This design comes from an exercise in tuning for small area, a short achievable clock period and few clock cycles per item on the open sky130 flow, not from production work.
Power is estimated from default activity; no workload was simulated.

==> xenon <==
==> flow/design.v <==
module ironfe_sdb (
    input  wire         clk,
    input  wire         rst,           
    input  wire         cmd_valid,
    output wire         cmd_ready,
    input  wire [103:0] cmd_word,
    output wire         rsp_valid,
    output wire [47:0]  rsp_word,
    output wire         src_ready,
    input  wire         src_valid,
    input  wire         src_eos,
    input  wire [7:0]   src_data,
    output wire         src_close,
    output wire         dst_we,
    output wire [30:0]  dst_addr,
    output wire [7:0]   dst_data
);
    localparam [2:0] E_ARG     = 3'd1,
                     E_UNSUP   = 3'd2,
                     E_RUNLIT  = 3'd3,
                     E_RUNLEN  = 3'd4,
                     E_INVCHR  = 3'd5,
                     E_NOSTART = 3'd6,
                     E_NOEND   = 3'd7;
    localparam [7:0] RLE_MARKER = 8'h90;
    localparam [7:0] BH_MARK    = 8'h3A;
    localparam [7:0] BH_LF      = 8'h0A;
    localparam [7:0] BH_CR      = 8'h0D;
    function [6:0] t6;
        input [7:0] c;
        begin
            case (c)
                8'h21: t6 = {1'b1, 6'd0};   8'h22: t6 = {1'b1, 6'd1};
                8'h23: t6 = {1'b1, 6'd2};   8'h24: t6 = {1'b1, 6'd3};
                8'h25: t6 = {1'b1, 6'd4};   8'h26: t6 = {1'b1, 6'd5};
                8'h27: t6 = {1'b1, 6'd6};   8'h28: t6 = {1'b1, 6'd7};
                8'h29: t6 = {1'b1, 6'd8};   8'h2A: t6 = {1'b1, 6'd9};
                8'h2B: t6 = {1'b1, 6'd10};  8'h2C: t6 = {1'b1, 6'd11};
                8'h2D: t6 = {1'b1, 6'd12};  8'h30: t6 = {1'b1, 6'd13};
                8'h31: t6 = {1'b1, 6'd14};  8'h32: t6 = {1'b1, 6'd15};
                8'h33: t6 = {1'b1, 6'd16};  8'h34: t6 = {1'b1, 6'd17};
                8'h35: t6 = {1'b1, 6'd18};  8'h36: t6 = {1'b1, 6'd19};
                8'h38: t6 = {1'b1, 6'd20};  8'h39: t6 = {1'b1, 6'd21};
                8'h40: t6 = {1'b1, 6'd22};  8'h41: t6 = {1'b1, 6'd23};
                8'h42: t6 = {1'b1, 6'd24};  8'h43: t6 = {1'b1, 6'd25};
                8'h44: t6 = {1'b1, 6'd26};  8'h45: t6 = {1'b1, 6'd27};
                8'h46: t6 = {1'b1, 6'd28};  8'h47: t6 = {1'b1, 6'd29};
                8'h48: t6 = {1'b1, 6'd30};  8'h49: t6 = {1'b1, 6'd31};
                8'h4A: t6 = {1'b1, 6'd32};  8'h4B: t6 = {1'b1, 6'd33};
                8'h4C: t6 = {1'b1, 6'd34};  8'h4D: t6 = {1'b1, 6'd35};
                8'h4E: t6 = {1'b1, 6'd36};  8'h50: t6 = {1'b1, 6'd37};
                8'h51: t6 = {1'b1, 6'd38};  8'h52: t6 = {1'b1, 6'd39};
                8'h53: t6 = {1'b1, 6'd40};  8'h54: t6 = {1'b1, 6'd41};
                8'h55: t6 = {1'b1, 6'd42};  8'h56: t6 = {1'b1, 6'd43};
                8'h58: t6 = {1'b1, 6'd44};  8'h59: t6 = {1'b1, 6'd45};
                8'h5A: t6 = {1'b1, 6'd46};  8'h5B: t6 = {1'b1, 6'd47};
                8'h60: t6 = {1'b1, 6'd48};  8'h61: t6 = {1'b1, 6'd49};
                8'h62: t6 = {1'b1, 6'd50};  8'h63: t6 = {1'b1, 6'd51};
                8'h64: t6 = {1'b1, 6'd52};  8'h65: t6 = {1'b1, 6'd53};
                8'h66: t6 = {1'b1, 6'd54};  8'h68: t6 = {1'b1, 6'd55};
                8'h69: t6 = {1'b1, 6'd56};  8'h6A: t6 = {1'b1, 6'd57};
                8'h6B: t6 = {1'b1, 6'd58};  8'h6C: t6 = {1'b1, 6'd59};
                8'h6D: t6 = {1'b1, 6'd60};  8'h70: t6 = {1'b1, 6'd61};
                8'h71: t6 = {1'b1, 6'd62};  8'h72: t6 = {1'b1, 6'd63};
                default: t6 = 7'd0;
            endcase
        end
    endfunction
    reg        idle_q;         
    reg        s_fetch;        
    reg        s_count;        
    reg        s_fill;         
    reg        s_start;        
    reg        s_err;          
    reg        rv_q;           
    reg [2:0]  code_q;
    reg [1:0]  sub_q;
    reg [7:0]  info_q;
    reg [30:0] n_q;            
    reg [30:0] a_q;            
    reg [30:0] r_q;            
    reg        we_q;
    reg [7:0]  dd_q;
    reg        sr_q;           
    reg        close_q;
    reg        kind_q;         
    reg        fb_q;
    reg        fl_q;
    reg        bound_q;
    reg        bhend_q;        
    reg [7:0]  last_q;         
    reg        lv_q;           
    reg [7:0]  k_q;            
    reg [1:0]  held_q;         
    assign cmd_ready = idle_q;
    assign rsp_valid = rv_q;
    assign rsp_word  = {1'b0, n_q, info_q, 3'b000, sub_q, code_q};
    assign src_ready = sr_q;
    assign src_close = close_q;
    assign dst_we    = we_q;
    assign dst_addr  = a_q;
    assign dst_data  = dd_q;
    wire [2:0]  op       = cmd_word[2:0];
    wire        fb       = cmd_word[3];
    wire        fl       = cmd_word[4];
    wire [31:0] a_cap    = cmd_word[39:8];
    wire [31:0] a_offset = cmd_word[71:40];
    wire [31:0] a_count  = cmd_word[103:72];
    wire [31:0] room     = a_cap - a_offset;
    wire        bad_off  = a_offset[31];
    wire        bad_cnt  = a_count[31];
    wire        bad_room = $signed(a_count) > $signed(room);
    wire        cnt_zero = (a_count == 32'd0);
    wire        t0       = idle_q && cmd_valid;
    wire        fire     = sr_q && src_valid;
    wire        byte_in  = fire && !src_eos;
    wire        d_mark   = (src_data == RLE_MARKER);
    wire        d_zero   = (src_data == 8'h00);
    wire        d_one    = (src_data == 8'h01);
    wire        d_two    = (src_data == 8'h02);
    wire        d_colon  = (src_data == BH_MARK);
    wire        d_nl     = (src_data == BH_LF) || (src_data == BH_CR);
    wire [6:0]  t6_out   = t6(src_data);
    wire        t6_ok    = t6_out[6];
    wire [5:0]  sx       = t6_out[5:0];
    reg  [7:0]  bh_byte;
    reg  [5:0]  bh_acc;
    always @(*) begin
        case (held_q)
            2'd0: begin bh_byte = {2'b00, sx};            bh_acc = sx;                 end
            2'd1: begin bh_byte = {last_q[1:0], sx};      bh_acc = 6'd0;               end
            2'd2: begin bh_byte = {last_q[3:0], sx[5:2]}; bh_acc = {4'd0, sx[1:0]};    end
            default: begin bh_byte = {last_q[5:0], sx[5:4]}; bh_acc = {2'd0, sx[3:0]}; end
        endcase
    end
    wire        bh_emit  = (held_q != 2'd0);
    wire        r_one    = (r_q == 31'd1);
    wire        k_one    = (k_q == 8'd1);
    reg        sched;         
    reg        done;          
    reg        to_fetch, to_count, to_fill, to_err;
    reg [7:0]  dd_n;
    reg [2:0]  ecode;
    reg [7:0]  einfo;
    always @(*) begin
        sched    = 1'b0;
        done     = 1'b0;
        to_fetch = 1'b0;
        to_count = 1'b0;
        to_fill  = 1'b0;
        to_err   = 1'b0;
        ecode    = 3'd0;
        einfo    = 8'd0;
        dd_n     = last_q;
        if (s_fill) begin
            sched = 1'b1;
            if (r_one)      done = 1'b1;
            else if (k_one) to_fetch = 1'b1;
            else            to_fill = 1'b1;
        end
        if (s_fetch) begin
            to_fetch = 1'b1;
            if (!kind_q) begin
                dd_n = src_data;
                if (fire) begin
                    if (src_eos) begin
                        to_fetch = 1'b0;
                        done     = 1'b1;
                    end else if (d_mark) begin
                        to_fetch = 1'b0;
                        to_count = 1'b1;
                    end else begin
                        sched = 1'b1;
                        if (r_one) begin
                            to_fetch = 1'b0;
                            done     = 1'b1;
                        end
                    end
                end
            end else begin
                dd_n = bh_byte;
                if (fire) begin
                    if (src_eos) begin
                        to_fetch = 1'b0;
                        to_err   = 1'b1;
                        ecode    = E_NOEND;
                    end else if (d_nl) begin
                    end else if (d_colon) begin
                        to_fetch = 1'b0;
                        done     = 1'b1;
                    end else if (!t6_ok) begin
                        to_fetch = 1'b0;
                        to_err   = 1'b1;
                        ecode    = E_INVCHR;
                        einfo    = src_data;
                    end else if (bh_emit) begin
                        sched = 1'b1;
                        if (r_one) begin
                            to_fetch = 1'b0;
                            done     = 1'b1;
                        end
                    end
                end
            end
        end
        if (s_count) begin
            to_count = 1'b1;
            dd_n = d_zero ? RLE_MARKER : last_q;
            if (fire) begin
                to_count = 1'b0;
                if (src_eos) begin
                    to_err = 1'b1;
                    ecode  = E_RUNLEN;
                end else if (d_zero) begin
                    sched = 1'b1;
                    if (r_one) done = 1'b1;
                    else       to_fetch = 1'b1;
                end else if (!lv_q) begin
                    to_err = 1'b1;
                    ecode  = E_RUNLIT;
                end else if (d_one) begin
                    to_fetch = 1'b1;
                end else begin
                    sched = 1'b1;
                    if (r_one)      done = 1'b1;
                    else if (d_two) to_fetch = 1'b1;
                    else            to_fill = 1'b1;
                end
            end
        end
    end
    always @(posedge clk) begin
        dd_q <= dd_n;
        if (idle_q)
            a_q <= a_offset[30:0];
        else if (we_q)
            a_q <= a_q + 31'd1;
        if (idle_q || s_err)
            n_q <= 31'd0;
        else if (sched)
            n_q <= n_q + 31'd1;
        if (idle_q)
            r_q <= a_count[30:0];
        else if (sched)
            r_q <= r_q - 31'd1;
        if (s_fill)
            k_q <= k_q - 8'd1;
        else if (s_count && byte_in && lv_q && !d_zero && !d_one)
            k_q <= src_data - 8'd2;
        if (s_fetch && byte_in && !kind_q && !d_mark) begin
            last_q <= src_data;
            lv_q   <= 1'b1;
        end
        if (s_count && byte_in && d_zero && fb_q) begin
            last_q <= RLE_MARKER;
            lv_q   <= 1'b1;
        end
        if (s_fetch && byte_in && kind_q && !d_nl) begin
            if (d_colon) begin
                last_q[5:0] <= 6'd0;
                held_q      <= 2'd0;
            end else if (t6_ok) begin
                last_q[5:0] <= bh_acc;
                held_q      <= held_q + 2'd3;    
            end
        end
        if (s_fetch && byte_in && kind_q && d_colon)
            bhend_q <= 1'b1;
        if (to_err) begin
            code_q <= ecode;
            info_q <= einfo;
        end
        if (rst) begin
            idle_q  <= 1'b1;
            s_fetch <= 1'b0;
            s_count <= 1'b0;
            s_fill  <= 1'b0;
            s_start <= 1'b0;
            s_err   <= 1'b0;
            rv_q    <= 1'b0;
            we_q    <= 1'b0;
            sr_q    <= 1'b0;
            close_q <= 1'b0;
            bound_q <= 1'b0;
        end else begin
            close_q <= 1'b0;
            rv_q    <= 1'b0;
            we_q    <= sched;
            s_err   <= to_err;
            if (t0) begin
                idle_q <= 1'b0;
                code_q <= 3'd0;
                sub_q  <= 2'd0;
                info_q <= 8'd0;
                case (op)
                    3'd0, 3'd1: begin
                        kind_q  <= op[0];
                        fb_q    <= fb && !op[0];
                        fl_q    <= fl;
                        lv_q    <= 1'b0;
                        k_q     <= 8'd0;
                        held_q  <= 2'd0;
                        last_q  <= 8'd0;
                        bhend_q <= 1'b0;
                        bound_q <= !op[0];
                        if (op[0]) begin
                            s_start <= 1'b1;
                            sr_q    <= 1'b1;
                        end else begin
                            idle_q <= 1'b1;
                            rv_q   <= 1'b1;
                        end
                    end
                    3'd2: begin
                        if (bad_off || bad_cnt || bad_room) begin
                            code_q <= E_ARG;
                            sub_q  <= bad_off ? 2'd1 : bad_cnt ? 2'd2 : 2'd3;
                            idle_q <= 1'b1;
                            rv_q   <= 1'b1;
                        end else if (cnt_zero || (kind_q && bhend_q)) begin
                            idle_q <= 1'b1;
                            rv_q   <= 1'b1;
                        end else if (k_q != 8'd0) begin
                            s_fill <= 1'b1;
                        end else begin
                            s_fetch <= 1'b1;
                            sr_q    <= 1'b1;
                        end
                    end
                    3'd3: begin
                        if (bound_q) begin
                            close_q <= !fl_q;
                            bound_q <= 1'b0;
                        end
                        idle_q <= 1'b1;
                        rv_q   <= 1'b1;
                    end
                    default: begin
                        code_q <= E_UNSUP;
                        idle_q <= 1'b1;
                        rv_q   <= 1'b1;
                    end
                endcase
            end else if (s_start) begin
                if (src_valid) begin
                    s_start <= 1'b0;
                    sr_q    <= 1'b0;
                    idle_q  <= 1'b1;
                    rv_q    <= 1'b1;
                    if (!src_eos && d_colon) begin
                        bound_q <= 1'b1;
                    end else begin
                        code_q <= E_NOSTART;
                        info_q <= src_eos ? 8'd0 : src_data;
                    end
                end
            end else if (!idle_q) begin
                s_fetch <= to_fetch;
                s_count <= to_count;
                s_fill  <= to_fill;
                sr_q    <= to_fetch || to_count;
                if (done || s_err) begin
                    idle_q <= 1'b1;
                    rv_q   <= 1'b1;
                end
            end
        end
    end
endmodule
==> flow/run.sh <==
#!/bin/bash
# synth_recipe.tcl (not shown) runs the flow's synth.tcl, then flattens the netlist and writes it again
# the make line also repeats each setting of config.mk as NAME=value (left out here)
make -C /OpenROAD-flow-scripts/flow DESIGN_CONFIG=/design/flow/config.mk WORK_HOME=/design/flow/orfs CLKGATE_MAP_FILE= SYNTH_SCRIPT=/design/flow/synth_recipe.tcl finish
==> flow/config.mk <==
export PLATFORM = sky130hd
export DESIGN_NAME = ironfe_sdb
export DESIGN_NICKNAME = ironfe_sdb
export VERILOG_FILES = /design/flow/design.v
export SDC_FILE = /design/flow/constraint.sdc
export NUM_CORES = 4
export LEC_CHECK = 0
export CAP_MARGIN = 20
export CORE_MARGIN = 2
export CORE_UTILIZATION = 40
export SLEW_MARGIN = 20
==> flow/constraint.sdc <==
create_clock -name core_clock -period 10.0 [get_ports {clk}]
set_input_delay 2.0000 -clock core_clock [delete_from_list [all_inputs] [get_ports {clk}]]
set_output_delay 2.0000 -clock core_clock [all_outputs]
set_load 0.01 [all_outputs]
==> indigo: changes against xenon <==
--- a/flow/design.v
+++ b/flow/design.v
@@ -73,4 +73,6 @@
     reg        s_start;        
     reg        s_err;          
+    reg        s_eval;         
+    reg        cap31_q, bad_off_q, bad_cnt_q, zero_q;
     reg        rv_q;           
     reg [2:0]  code_q;
@@ -107,10 +109,14 @@
     wire [31:0] a_offset = cmd_word[71:40];
     wire [31:0] a_count  = cmd_word[103:72];
-    wire [31:0] room     = a_cap - a_offset;
-    wire        bad_off  = a_offset[31];
-    wire        bad_cnt  = a_count[31];
-    wire        bad_room = $signed(a_count) > $signed(room);
-    wire        cnt_zero = (a_count == 32'd0);
     wire        t0       = idle_q && cmd_valid;
+    wire [31:0] ck_a   = {1'b0, a_q};
+    wire [31:0] ck_r   = {1'b0, r_q};
+    wire [31:0] ck_c   = ~{cap31_q, n_q};
+    wire [31:0] ck_s   = ck_a ^ ck_r ^ ck_c;
+    wire [31:0] ck_k   = (ck_a & ck_r) | (ck_a & ck_c) | (ck_r & ck_c);
+    wire [32:0] ck_t   = {1'b0, ck_s} + {ck_k, 1'b0};
+    wire        bad_room = ck_t[32];
+    wire        arg_bad  = bad_off_q || bad_cnt_q || bad_room;
+    wire        go       = s_eval && !arg_bad && !zero_q && !(kind_q && bhend_q);
     wire        fire     = sr_q && src_valid;
     wire        byte_in  = fire && !src_eos;
@@ -153,4 +159,9 @@
         einfo    = 8'd0;
         dd_n     = last_q;
+        if (s_eval) begin
+            if (!go)                done = 1'b1;
+            else if (k_q != 8'd0)   to_fill = 1'b1;
+            else                    to_fetch = 1'b1;
+        end
         if (s_fill) begin
             sched = 1'b1;
@@ -230,18 +241,41 @@
         end
     end
+    wire [30:0] a_p, n_p, r_p;
+    assign a_p[0] = 1'b1;
+    assign n_p[0] = 1'b1;
+    assign r_p[0] = 1'b1;
+    genvar gi;
+    generate
+        for (gi = 1; gi < 31; gi = gi + 1) begin : g_cnt
+            assign a_p[gi] = &a_q[gi-1:0];
+            assign n_p[gi] = &n_q[gi-1:0];
+            assign r_p[gi] = ~|r_q[gi-1:0];
+        end
+    endgenerate
+    wire [30:0] a_t = {31{we_q}}  & a_p;
+    wire [30:0] n_t = {31{sched}} & n_p;
+    wire [30:0] r_t = {31{sched}} & r_p;
     always @(posedge clk) begin
         dd_q <= dd_n;
         if (idle_q)
             a_q <= a_offset[30:0];
-        else if (we_q)
-            a_q <= a_q + 31'd1;
-        if (idle_q || s_err)
+        else
+            a_q <= a_q ^ a_t;
+        if (idle_q)
+            n_q <= (op == 3'd2) ? a_cap[30:0] : 31'd0;
+        else if (s_eval || s_err)
             n_q <= 31'd0;
-        else if (sched)
-            n_q <= n_q + 31'd1;
+        else
+            n_q <= n_q ^ n_t;
         if (idle_q)
             r_q <= a_count[30:0];
-        else if (sched)
-            r_q <= r_q - 31'd1;
+        else
+            r_q <= r_q ^ r_t;
+        if (idle_q) begin
+            cap31_q   <= a_cap[31];
+            bad_off_q <= a_offset[31];
+            bad_cnt_q <= a_count[31];
+            zero_q    <= (a_count == 32'd0);
+        end
         if (s_fill)
             k_q <= k_q - 8'd1;
@@ -271,6 +305,11 @@
             info_q <= einfo;
         end
+        if (s_eval && arg_bad) begin
+            code_q <= E_ARG;
+            sub_q  <= bad_off_q ? 2'd1 : bad_cnt_q ? 2'd2 : 2'd3;
+        end
         if (rst) begin
             idle_q  <= 1'b1;
+            s_eval  <= 1'b0;
             s_fetch <= 1'b0;
             s_count <= 1'b0;
@@ -288,4 +327,5 @@
             we_q    <= sched;
             s_err   <= to_err;
+            s_eval  <= 1'b0;
             if (t0) begin
                 idle_q <= 1'b0;
@@ -313,18 +353,5 @@
                     end
                     3'd2: begin
-                        if (bad_off || bad_cnt || bad_room) begin
-                            code_q <= E_ARG;
-                            sub_q  <= bad_off ? 2'd1 : bad_cnt ? 2'd2 : 2'd3;
-                            idle_q <= 1'b1;
-                            rv_q   <= 1'b1;
-                        end else if (cnt_zero || (kind_q && bhend_q)) begin
-                            idle_q <= 1'b1;
-                            rv_q   <= 1'b1;
-                        end else if (k_q != 8'd0) begin
-                            s_fill <= 1'b1;
-                        end else begin
-                            s_fetch <= 1'b1;
-                            sr_q    <= 1'b1;
-                        end
+                        s_eval <= 1'b1;
                     end
                     3'd3: begin
==> flow/flow/run.sh (new file) <==
#!/bin/bash
# Standard ORFS layout, with repair_timing asked for more setup slack than
# the design's clock needs and small port buffers.
set -o pipefail
bash standard.sh SETUP_SLACK_MARGIN=6 "BUFFER_PORTS_ARGS=-buffer_cell sky130_fd_sc_hd__buf_1" finish > standard_flow.log 2>&1
==> flow/standard.sh (new file) <==
#!/bin/bash
# synth_recipe.tcl (not shown) runs the flow's synth.tcl, then flattens the netlist and writes it again
# the make line also repeats each setting of config.mk as NAME=value (left out here)
make -C /OpenROAD-flow-scripts/flow DESIGN_CONFIG=/design/flow/config.mk WORK_HOME=/design/flow/orfs CLKGATE_MAP_FILE= SYNTH_SCRIPT=/design/flow/synth_recipe.tcl "${@:-finish}"
removed: flow/run.sh
==> results.txt <==
- In indigo the power is larger than in xenon, by 0.91%.
- Fmax: xenon is lower than indigo (39%).
- In xenon the critical path depth is higher than in indigo, by 6.
- Between indigo and xenon, the lower clock skew is in indigo (gap 5.0 ps).
- In global-route usage, xenon and indigo hardly differ.
==> figures <==
| item | xenon | indigo |
|---|---|---|
| Outcome | finished clean | finished clean |
| Routed wire length | 35,700 um | 33,200 um |
| Post-DR wirelength/cell | 17.9 um | 17.8 um |
| Part of the power in the clock network | 0.334 | 0.345 |
| Via count of the first global-routing pass | 10,900 | 9,646 |
| Die area | 30,300 um2 | 27,600 um2 |
| Cell-internal power | 1250 uW | 1230 uW |
| Multiplexer area fraction after synthesis | 0.0172 | 0.0200 |
| FF-to-FF Start | kind_q | a_q[17] |
| Worst supply voltage drop on vdd | 0.104 mV | 0.0835 mV |
| Critical hold path startpoint | bhend_q | fl_q |
| Register Area | 3640 um2 | 3140 um2 |
No functional check of the RTL was part of any run of this note.

==> separate check: timing with driven ports <==
No port has a modelled driver above. Below, the same layouts with a new extraction and two added sets of constraints.
Step 1 assumes that a clkbuf_16 drives the clock port and a buf_2 every other input.
Step 2, shift: input delay + t, output delay - t, t = (earliest + latest rising clock arrival at the registers) / 2. This alone moves slack from input paths to output paths.
Three values: no drivers, after step 1, after step 2; two values: the first two.
run | t (ns) | setup WS [ns] | worst setup path at the end | pins driven straight from the clock port
xenon | 0.476 | 3.043 / 3.068 / 2.592 | input to register | 1
indigo | 0.477 | 5.725 / 5.753 / 5.276 | input to register | 1
After both steps setup and hold are still met in every run listed. The setup slack of xenon, which loses most, moves by +0.025 ns with the drivers and by -0.451 ns with both steps.
